This is an optimization exercise on Yosys and OpenROAD, whose aim is small area, not a production implementation. At most, simulation tests tie the RTL to the original design; equivalence was not proved.

==> job 9790: inputs <==
==> flow/design.v <==
module pocsag_rx (
    input  wire        clk,
    input  wire        rst,         
    input  wire [15:0] thresh,      
    input  wire        parity_en,   
    input  wire        in_valid,
    input  wire        in_bit,
    output wire        out_valid,
    output wire [1:0]  out_kind,
    output wire [22:0] out_data
);
    localparam [31:0] SYNC_CW = 32'h7CD215D8;
    localparam [31:0] IDLE_CW = 32'h7A89C197;
    function [9:0] xpow;
        input integer e;
        integer i;
        reg [9:0] r;
        begin
            r = 10'd1;
            for (i = 0; i < e; i = i + 1)
                r = r[9] ? ({r[8:0], 1'b0} ^ 10'h369) : {r[8:0], 1'b0};
            xpow = r;
        end
    endfunction
    reg  [30:0] win;        
    reg  [8:0]  cnt;        
    reg         in_batch;
    reg  [9:0]  lf;         
    reg         par;        
    reg  [21:0] stg;        
    wire [31:0] wn = {win, in_bit};
    wire pc1 = wn[4] ^ wn[6] ^ wn[7];
    wire pc2 = (wn[4] & wn[6]) | (wn[4] & wn[7]) | (wn[6] & wn[7]);
    wire pc3 = wn[8] ^ wn[10] ^ wn[12];
    wire pc4 = (wn[8] & wn[10]) | (wn[8] & wn[12]) | (wn[10] & wn[12]);
    wire pc5 = wn[17] ^ wn[20] ^ wn[22];
    wire pc6 = (wn[17] & wn[20]) | (wn[17] & wn[22]) | (wn[20] & wn[22]);
    wire pc7 = wn[23] ^ wn[26] ^ wn[27];
    wire pc8 = (wn[23] & wn[26]) | (wn[23] & wn[27]) | (wn[26] & wn[27]);
    wire pc9 = wn[28] ^ wn[29] ^ wn[30];
    wire pc10 = (wn[28] & wn[29]) | (wn[28] & wn[30]) | (wn[29] & wn[30]);
    wire pc11 = pc1 ^ pc3 ^ pc5;
    wire pc12 = (pc1 & pc3) | (pc1 & pc5) | (pc3 & pc5);
    wire pc13 = pc7 ^ pc9 ^ pc11;
    wire pc14 = (pc7 & pc9) | (pc7 & pc11) | (pc9 & pc11);
    wire pc15 = wn[0] ^ wn[1] ^ wn[2];
    wire pc16 = (wn[0] & wn[1]) | (wn[0] & wn[2]) | (wn[1] & wn[2]);
    wire pc17 = wn[5] ^ wn[9] ^ wn[11];
    wire pc18 = (wn[5] & wn[9]) | (wn[5] & wn[11]) | (wn[9] & wn[11]);
    wire pc19 = wn[13] ^ wn[14] ^ wn[15];
    wire pc20 = (wn[13] & wn[14]) | (wn[13] & wn[15]) | (wn[14] & wn[15]);
    wire pc21 = wn[16] ^ wn[18] ^ wn[19];
    wire pc22 = (wn[16] & wn[18]) | (wn[16] & wn[19]) | (wn[18] & wn[19]);
    wire pc23 = wn[21] ^ wn[24] ^ wn[25];
    wire pc24 = (wn[21] & wn[24]) | (wn[21] & wn[25]) | (wn[24] & wn[25]);
    wire pc25 = wn[31] ^ pc15 ^ pc17;
    wire pc26 = (wn[31] & pc15) | (wn[31] & pc17) | (pc15 & pc17);
    wire pc27 = pc19 ^ pc21 ^ pc23;
    wire pc28 = (pc19 & pc21) | (pc19 & pc23) | (pc21 & pc23);
    wire pc29 = ~pc13 ^ pc25 ^ pc27;
    wire pc30 = (~pc13 & pc25) | (~pc13 & pc27) | (pc25 & pc27);
    wire pc31 = pc2 ^ pc4 ^ pc6;
    wire pc32 = (pc2 & pc4) | (pc2 & pc6) | (pc4 & pc6);
    wire pc33 = pc8 ^ pc10 ^ pc12;
    wire pc34 = (pc8 & pc10) | (pc8 & pc12) | (pc10 & pc12);
    wire pc35 = pc14 ^ pc31 ^ pc33;
    wire pc36 = (pc14 & pc31) | (pc14 & pc33) | (pc31 & pc33);
    wire pc37 = pc16 ^ pc18 ^ pc20;
    wire pc38 = (pc16 & pc18) | (pc16 & pc20) | (pc18 & pc20);
    wire pc39 = pc22 ^ pc24 ^ pc26;
    wire pc40 = (pc22 & pc24) | (pc22 & pc26) | (pc24 & pc26);
    wire pc41 = pc28 ^ pc30 ^ pc37;
    wire pc42 = (pc28 & pc30) | (pc28 & pc37) | (pc30 & pc37);
    wire pc43 = ~pc35 ^ pc39 ^ pc41;
    wire pc44 = (~pc35 & pc39) | (~pc35 & pc41) | (pc39 & pc41);
    wire pc45 = pc32 ^ pc34 ^ pc36;
    wire pc46 = (pc32 & pc34) | (pc32 & pc36) | (pc34 & pc36);
    wire pc47 = pc38 ^ pc40 ^ pc42;
    wire pc48 = (pc38 & pc40) | (pc38 & pc42) | (pc40 & pc42);
    wire pc49 = ~pc45 ^ pc44 ^ pc47;
    wire pc50 = (~pc45 & pc44) | (~pc45 & pc47) | (pc44 & pc47);
    wire pc51 = ~pc46 ^ pc48 ^ pc50;
    wire pc52 = (~pc46 & pc48) | (~pc46 & pc50) | (pc48 & pc50);
    wire [4:0] pc_sum = {~pc52, ~pc51, ~pc49, ~pc43, ~pc29};
    wire       pc_last = wn[3];
    wire window_full = (cnt[4:0] == 5'd31);
    wire [6:0] th_sum    = {2'd0, pc_sum} + {6'd0, pc_last} + {1'b0, ~thresh[15:10]}
                         + {6'd0, thresh[9:0] == 10'd0};
    wire qualifies   = window_full && th_sum[6];
    wire cw_end      = in_valid && in_batch && window_full;
    wire batch_done  = cw_end && (cnt[8:5] == 4'd15);
    wire cw_start    = (cnt[4:0] == 5'd0);
    wire [9:0] lf_in = cw_start ? 10'd0 : lf;
    wire [9:0] lf_nx = lf_in[9] ? ({lf_in[8:0], in_bit} ^ 10'h369) : {lf_in[8:0], in_bit};
    always @(posedge clk) begin
        if (in_valid) begin
            win <= wn[30:0];
            lf  <= lf_nx;
            par <= (par & ~cw_start) ^ in_bit;
        end
        if (rst) begin
            cnt      <= 9'd0;
            in_batch <= 1'b0;
        end else if (in_valid) begin
            if (!in_batch && qualifies) begin
                in_batch <= 1'b1;
                cnt      <= 9'd0;
            end else begin
                if (in_batch || !window_full)
                    cnt <= cnt + 9'd1;
                if (batch_done)
                    in_batch <= 1'b0;
            end
        end
    end
    reg  [31:0] cfix;
    reg         anym;
    integer p;
    always @* begin
        cfix = wn;
        anym = 1'b0;
        for (p = 11; p <= 30; p = p + 1)
            if (lf == xpow(p - 1)) begin
                cfix[p] = ~wn[p];
                anym    = 1'b1;
            end
    end
    wire c_ok   = (lf == 10'd0) | anym;
    wire c_par  = par ^ in_bit ^ anym;
    wire c_val  = c_ok & ~(parity_en & c_par);
    wire c_idle = (cfix == IDLE_CW);
    always @(posedge clk)
        if (cw_end)
            stg <= {c_val & cfix[31], c_val & ~cfix[31] & ~c_idle, cfix[30:11]};
    reg  [21:0] rg [0:14];
    reg  [3:0]  q;
    wire [3:0]  wslot = (cnt[8:5] == 4'd15) ? 4'd0 : cnt[8:5];
    wire [21:0] ring_in = (q == wslot) ? stg : rg[14];
    integer s;
    always @(posedge clk) begin
        rg[0] <= ring_in;
        for (s = 1; s < 15; s = s + 1)
            rg[s] <= rg[s-1];
    end
    always @(posedge clk) begin
        if (rst)
            q <= 4'd0;
        else if (!batch_done)
            q <= (q == 4'd14) ? 4'd0 : q + 4'd1;
    end
    localparam [1:0] R_IDLE = 2'd0, R_CW = 2'd1, R_SER = 2'd2, R_END = 2'd3;
    reg  [1:0]  rs;
    reg  [3:0]  rk;         
    reg         active;     
    reg         half;       
    reg  [10:0] sr;         
    reg  [6:0]  c7;         
    wire [21:0] rw     = rg[14];
    wire [3:0]  rslot  = (rk == 4'd15) ? 4'd0 : rk;
    wire        rsel   = (rs == R_CW) && (q == rslot);
    wire        r_msg  = rw[21];
    wire        r_addr = rw[20];
    wire        sr_last = ~|sr[10:2];
    reg  [9:0]  chunk;
    integer t;
    always @* begin
        for (t = 0; t < 10; t = t + 1)
            chunk[t] = half ? rw[9 - t] : rw[19 - t];
    end
    wire sr_load = rsel && (half || (r_msg && active));
    always @(posedge clk)
        sr <= sr_load ? {1'b1, chunk} : {1'b0, sr[10:1]};
    always @(posedge clk) begin
        if (rst) begin
            rs <= R_IDLE;
        end else begin
            case (rs)
                R_IDLE: begin
                    if (batch_done) begin
                        rs     <= R_CW;
                        rk     <= 4'd0;
                        active <= 1'b0;
                        half   <= 1'b0;
                    end
                end
                R_CW: begin
                    if (rsel) begin
                        if (half) begin
                            rs <= R_SER;
                        end else begin
                            active <= r_addr | (r_msg & active);
                            if (r_addr)
                                c7 <= 7'd1;
                            if (r_msg && active) begin
                                rs <= R_SER;
                            end else if (rk == 4'd15)
                                rs <= R_END;
                            else
                                rk <= rk + 4'd1;
                        end
                    end
                end
                R_SER: begin
                    c7 <= c7[6] ? 7'd1 : {c7[5:0], sr[0]};
                    if (sr_last) begin
                        half <= ~half;
                        if (!half)
                            rs <= R_CW;
                        else if (rk == 4'd15)
                            rs <= R_END;
                        else begin
                            rk <= rk + 4'd1;
                            rs <= R_CW;
                        end
                    end
                end
                R_END: rs <= R_IDLE;
            endcase
        end
    end
    wire is_page = rsel & r_addr;
    wire is_char = (rs == R_SER) & c7[6];
    wire is_bend = (rs == R_END);
    assign out_valid = is_page | is_char | is_bend;
    assign out_kind  = {is_bend, is_char};
    assign out_data  = is_page ? {rw[1:0], rw[19:2], rk[3:1]}
                     : is_char ? {16'd0, sr[0], c7[0], c7[1], c7[2], c7[3], c7[4], c7[5]}
                     : 23'd0;
endmodule
==> flow/flow/run.sh <==
#!/bin/bash
# The standard layout (standard.sh) with three changes to how it is made:
#  - synthesis maps logic with an area-oriented ABC script (flow/abc_speed.script),
#    run from a private copy of the ORFS scripts; registers are mapped as usual;
#  - clock tree: no dummy loads, clkbuf_4 sink clusters under a clkbuf_16 root;
#  - the port buffers are buf_1.
# Each tool's output goes to standard.log and ORFS's own logs under orfs/logs.
set -euo pipefail
here=$(pwd)
rm -rf "$here/scripts"
cp -r "$FLOW_HOME/scripts" "$here/scripts"
cp "$here/flow/abc_speed.script" "$here/scripts/abc_speed.script"
export CTS_ARGS="-sink_clustering_enable -repair_clock_nets -dont_use_dummy_load -root_buf sky130_fd_sc_hd__clkbuf_16 -buf_list {sky130_fd_sc_hd__clkbuf_4 sky130_fd_sc_hd__clkbuf_8} -sink_clustering_buffer sky130_fd_sc_hd__clkbuf_4 -sink_clustering_size 12 -sink_clustering_max_diameter 30"
export BUFFER_PORTS_ARGS="-buffer_cell sky130_fd_sc_hd__buf_1"
bash standard.sh SCRIPTS_DIR="$here/scripts" finish > standard.log 2>&1
==> flow/flow/abc_speed.script <==
strash
dc2
dch
amap
topo
dnsize -c
==> flow/standard.sh <==
#!/bin/bash
# synth_recipe.tcl (not shown) runs the flow's synth.tcl, then flattens the netlist and writes it again
# the make line also repeats each setting of config.mk as NAME=value (left out here)
make -C /OpenROAD-flow-scripts/flow DESIGN_CONFIG=/design/flow/config.mk WORK_HOME=/design/flow/orfs CLKGATE_MAP_FILE= SYNTH_SCRIPT=/design/flow/synth_recipe.tcl "${@:-finish}"
==> flow/config.mk <==
export PLATFORM = sky130hd
export DESIGN_NAME = pocsag_rx
export DESIGN_NICKNAME = pocsag_rx
export VERILOG_FILES = /design/flow/design.v
export SDC_FILE = /design/flow/constraint.sdc
export NUM_CORES = 4
export LEC_CHECK = 0
export CAP_MARGIN = 20
export CORE_MARGIN = 2
export CORE_UTILIZATION = 40
export PLACE_DENSITY = 0.6
export SLEW_MARGIN = 20
==> flow/constraint.sdc <==
create_clock -name core_clock -period 10.0 [get_ports {clk}]
set_input_delay 2.0000 -clock core_clock [delete_from_list [all_inputs] [get_ports {clk}]]
set_output_delay 2.0000 -clock core_clock [all_outputs]
set_load 0.01 [all_outputs]
==> inputs of job 9531, as changes to job 9790 <==
==> flow/design.v, changed modules only <==
module pocsag_rx (
    input  wire        clk,
    input  wire        rst,         
    input  wire [15:0] thresh,      
    input  wire        parity_en,   
    input  wire        in_valid,
    input  wire        in_bit,
    output wire        out_valid,
    output wire [1:0]  out_kind,
    output wire [22:0] out_data
);
    localparam [31:0] SYNC_CW = 32'h7CD215D8;
    localparam [31:0] IDLE_CW = 32'h7A89C197;
    function [9:0] xpow;
        input integer e;
        integer i;
        reg [9:0] r;
        begin
            r = 10'd1;
            for (i = 0; i < e; i = i + 1)
                r = r[9] ? ({r[8:0], 1'b0} ^ 10'h369) : {r[8:0], 1'b0};
            xpow = r;
        end
    endfunction
    reg  [30:0] win;        
    reg  [8:0]  cnt;        
    reg         in_batch;
    reg  [9:0]  lf;         
    reg         par;        
    reg  [21:0] stg;        
    wire [31:0] wn = {win, in_bit};
    reg  [5:0]  match_cnt;
    integer j;
    always @* begin
        match_cnt = 6'd0;
        for (j = 0; j < 32; j = j + 1)
            match_cnt = match_cnt + {5'd0, ~(wn[j] ^ SYNC_CW[j])};
    end
    wire window_full = (cnt[4:0] == 5'd31);
    wire qualifies   = window_full && ({match_cnt, 10'd0} >= thresh);
    wire cw_end      = in_valid && in_batch && window_full;
    wire batch_done  = cw_end && (cnt[8:5] == 4'd15);
    wire cw_start    = (cnt[4:0] == 5'd0);
    wire [9:0] lf_in = cw_start ? 10'd0 : lf;
    wire [9:0] lf_nx = lf_in[9] ? ({lf_in[8:0], in_bit} ^ 10'h369) : {lf_in[8:0], in_bit};
    always @(posedge clk) begin
        if (in_valid) begin
            win <= wn[30:0];
            lf  <= lf_nx;
            par <= (par & ~cw_start) ^ in_bit;
        end
        if (rst) begin
            cnt      <= 9'd0;
            in_batch <= 1'b0;
        end else if (in_valid) begin
            if (!in_batch && qualifies) begin
                in_batch <= 1'b1;
                cnt      <= 9'd0;
            end else begin
                if (in_batch || !window_full)
                    cnt <= cnt + 9'd1;
                if (batch_done)
                    in_batch <= 1'b0;
            end
        end
    end
    reg  [31:0] cfix;
    reg         anym;
    integer p;
    always @* begin
        cfix = wn;
        anym = 1'b0;
        for (p = 11; p <= 30; p = p + 1)
            if (lf == xpow(p - 1)) begin
                cfix[p] = ~wn[p];
                anym    = 1'b1;
            end
    end
    wire c_ok   = (lf == 10'd0) | anym;
    wire c_par  = par ^ in_bit ^ anym;
    wire c_val  = c_ok & ~(parity_en & c_par);
    wire c_idle = (cfix == IDLE_CW);
    always @(posedge clk)
        if (cw_end)
            stg <= {c_val & cfix[31], c_val & ~cfix[31] & ~c_idle, cfix[30:11]};
    reg  [21:0] rg [0:14];
    reg  [3:0]  q;
    wire [3:0]  wslot = (cnt[8:5] == 4'd15) ? 4'd0 : cnt[8:5];
    wire [21:0] ring_in = (q == wslot) ? stg : rg[14];
    integer s;
    always @(posedge clk) begin
        rg[0] <= ring_in;
        for (s = 1; s < 15; s = s + 1)
            rg[s] <= rg[s-1];
    end
    always @(posedge clk) begin
        if (rst)
            q <= 4'd0;
        else if (!batch_done)
            q <= (q == 4'd14) ? 4'd0 : q + 4'd1;
    end
    localparam [1:0] R_IDLE = 2'd0, R_CW = 2'd1, R_SER = 2'd2, R_END = 2'd3;
    reg  [1:0]  rs;
    reg  [3:0]  rk;         
    reg         active;     
    reg         half;       
    reg  [10:0] sr;         
    reg  [6:0]  c7;         
    wire [21:0] rw     = rg[14];
    wire [3:0]  rslot  = (rk == 4'd15) ? 4'd0 : rk;
    wire        rsel   = (rs == R_CW) && (q == rslot);
    wire        r_msg  = rw[21];
    wire        r_addr = rw[20];
    wire        sr_last = ~|sr[10:2];
    reg  [9:0]  chunk;
    integer t;
    always @* begin
        for (t = 0; t < 10; t = t + 1)
            chunk[t] = half ? rw[9 - t] : rw[19 - t];
    end
    always @(posedge clk) begin
        if (rst) begin
            rs <= R_IDLE;
        end else begin
            case (rs)
                R_IDLE: begin
                    if (batch_done) begin
                        rs     <= R_CW;
                        rk     <= 4'd0;
                        active <= 1'b0;
                        half   <= 1'b0;
                    end
                end
                R_CW: begin
                    if (rsel) begin
                        if (half) begin
                            sr <= {1'b1, chunk};
                            rs <= R_SER;
                        end else begin
                            active <= r_addr | (r_msg & active);
                            if (r_addr)
                                c7 <= 7'd1;
                            if (r_msg && active) begin
                                sr <= {1'b1, chunk};
                                rs <= R_SER;
                            end else if (rk == 4'd15)
                                rs <= R_END;
                            else
                                rk <= rk + 4'd1;
                        end
                    end
                end
                R_SER: begin
                    sr <= {1'b0, sr[10:1]};
                    c7 <= c7[6] ? 7'd1 : {c7[5:0], sr[0]};
                    if (sr_last) begin
                        half <= ~half;
                        if (!half)
                            rs <= R_CW;
                        else if (rk == 4'd15)
                            rs <= R_END;
                        else begin
                            rk <= rk + 4'd1;
                            rs <= R_CW;
                        end
                    end
                end
                R_END: rs <= R_IDLE;
            endcase
        end
    end
    wire is_page = rsel & r_addr;
    wire is_char = (rs == R_SER) & c7[6];
    wire is_bend = (rs == R_END);
    assign out_valid = is_page | is_char | is_bend;
    assign out_kind  = {is_bend, is_char};
    assign out_data  = is_page ? {rw[1:0], rw[19:2], rk[3:1]}
                     : is_char ? {16'd0, sr[0], c7[0], c7[1], c7[2], c7[3], c7[4], c7[5]}
                     : 23'd0;
endmodule
--- a/flow/flow/run.sh
+++ b/flow/flow/run.sh
@@ -11,5 +11,5 @@
 cp -r "$FLOW_HOME/scripts" "$here/scripts"
 cp "$here/flow/abc_speed.script" "$here/scripts/abc_speed.script"
-export CTS_ARGS="-sink_clustering_enable -repair_clock_nets -dont_use_dummy_load -root_buf sky130_fd_sc_hd__clkbuf_16 -buf_list {sky130_fd_sc_hd__clkbuf_4 sky130_fd_sc_hd__clkbuf_8} -sink_clustering_buffer sky130_fd_sc_hd__clkbuf_4 -sink_clustering_size 12 -sink_clustering_max_diameter 30"
+export CTS_ARGS="-sink_clustering_enable -repair_clock_nets -dont_use_dummy_load -root_buf sky130_fd_sc_hd__clkbuf_16 -buf_list {sky130_fd_sc_hd__clkbuf_4 sky130_fd_sc_hd__clkbuf_8} -sink_clustering_buffer sky130_fd_sc_hd__clkbuf_4 -sink_clustering_size 12 -sink_clustering_max_diameter 40"
 export BUFFER_PORTS_ARGS="-buffer_cell sky130_fd_sc_hd__buf_1"
 bash standard.sh SCRIPTS_DIR="$here/scripts" finish > standard.log 2>&1
==> inputs of job 8574, as changes to job 9790 <==
--- a/flow/design.v
+++ b/flow/design.v
@@ -83,9 +83,7 @@
     wire pc52 = (~pc46 & pc48) | (~pc46 & pc50) | (pc48 & pc50);
     wire [4:0] pc_sum = {~pc52, ~pc51, ~pc49, ~pc43, ~pc29};
-    wire       pc_last = wn[3];
+    wire [5:0] match_cnt = {1'b0, pc_sum} + {5'd0, wn[3]};
     wire window_full = (cnt[4:0] == 5'd31);
-    wire [6:0] th_sum    = {2'd0, pc_sum} + {6'd0, pc_last} + {1'b0, ~thresh[15:10]}
-                         + {6'd0, thresh[9:0] == 10'd0};
-    wire qualifies   = window_full && th_sum[6];
+    wire qualifies   = window_full && ({match_cnt, 10'd0} >= thresh);
     wire cw_end      = in_valid && in_batch && window_full;
     wire batch_done  = cw_end && (cnt[8:5] == 4'd15);
--- a/flow/flow/run.sh
+++ b/flow/flow/run.sh
@@ -11,5 +11,5 @@
 cp -r "$FLOW_HOME/scripts" "$here/scripts"
 cp "$here/flow/abc_speed.script" "$here/scripts/abc_speed.script"
-export CTS_ARGS="-sink_clustering_enable -repair_clock_nets -dont_use_dummy_load -root_buf sky130_fd_sc_hd__clkbuf_16 -buf_list {sky130_fd_sc_hd__clkbuf_4 sky130_fd_sc_hd__clkbuf_8} -sink_clustering_buffer sky130_fd_sc_hd__clkbuf_4 -sink_clustering_size 12 -sink_clustering_max_diameter 30"
+export CTS_ARGS="-sink_clustering_enable -repair_clock_nets -dont_use_dummy_load -root_buf sky130_fd_sc_hd__clkbuf_16 -buf_list {sky130_fd_sc_hd__clkbuf_4 sky130_fd_sc_hd__clkbuf_8} -sink_clustering_buffer sky130_fd_sc_hd__clkbuf_4 -sink_clustering_size 10 -sink_clustering_max_diameter 35"
 export BUFFER_PORTS_ARGS="-buffer_cell sky130_fd_sc_hd__buf_1"
 bash standard.sh SCRIPTS_DIR="$here/scripts" finish > standard.log 2>&1
==> summary of the runs <==
Job 9531 completed without violations. Job 9790 went through all stages and came out clean. Job 8574 passed the timing, DRC and antenna checks.
Against job 8574, the clock skew of job 9790 is lower by 0.0044 ns.
Synthesized cell count: job 8574 is lower than job 9531 (2.0%).
Sequential share of layout area: job 9790 < job 8574 < job 9531.
Against job 9531, the non-clock buffer count of job 8574 is lower by 1.
The RTL of job 9790 and job 9531 was laid out without a check of its function.

## static timing again, ports no longer ideal
The results above use ideal ports. As a check the final layouts listed here were re-extracted and re-timed, cells and wires unchanged.
Step 1 (the two cells are an assumption about what drives the block):
set clk [get_ports {clk}]
set_driving_cell -lib_cell sky130_fd_sc_hd__clkbuf_16 $clk
set_driving_cell -lib_cell sky130_fd_sc_hd__buf_2 [delete_from_list [all_inputs] $clk]
Step 2 also shifts input and output timing later by t, the mid clock arrival at the registers, as if the neighbouring blocks saw the same clock.
Three values: ideal ports, drivers, drivers and shift; two values: the first two.
run | t, ns | setup slack, ns | latest minus earliest clock arrival (ns) | worst data-port slew with drivers (ns)
job 9790 | 0.536 | 2.645 / 2.668 / 2.131 | 0.086 / 0.085 | 0.03
job 9531 | 0.526 | 3.192 / 3.223 / 2.697 | 0.079 / 0.079 | 0.04
job 8574 | 0.524 | 2.758 / 2.781 / 2.257 | 0.066 / 0.067 | 0.03
After both steps setup and hold are still met in every run listed. For job 9790, which loses most, drivers alone change the setup slack by +0.023 ns; drivers and shift together by -0.514 ns.
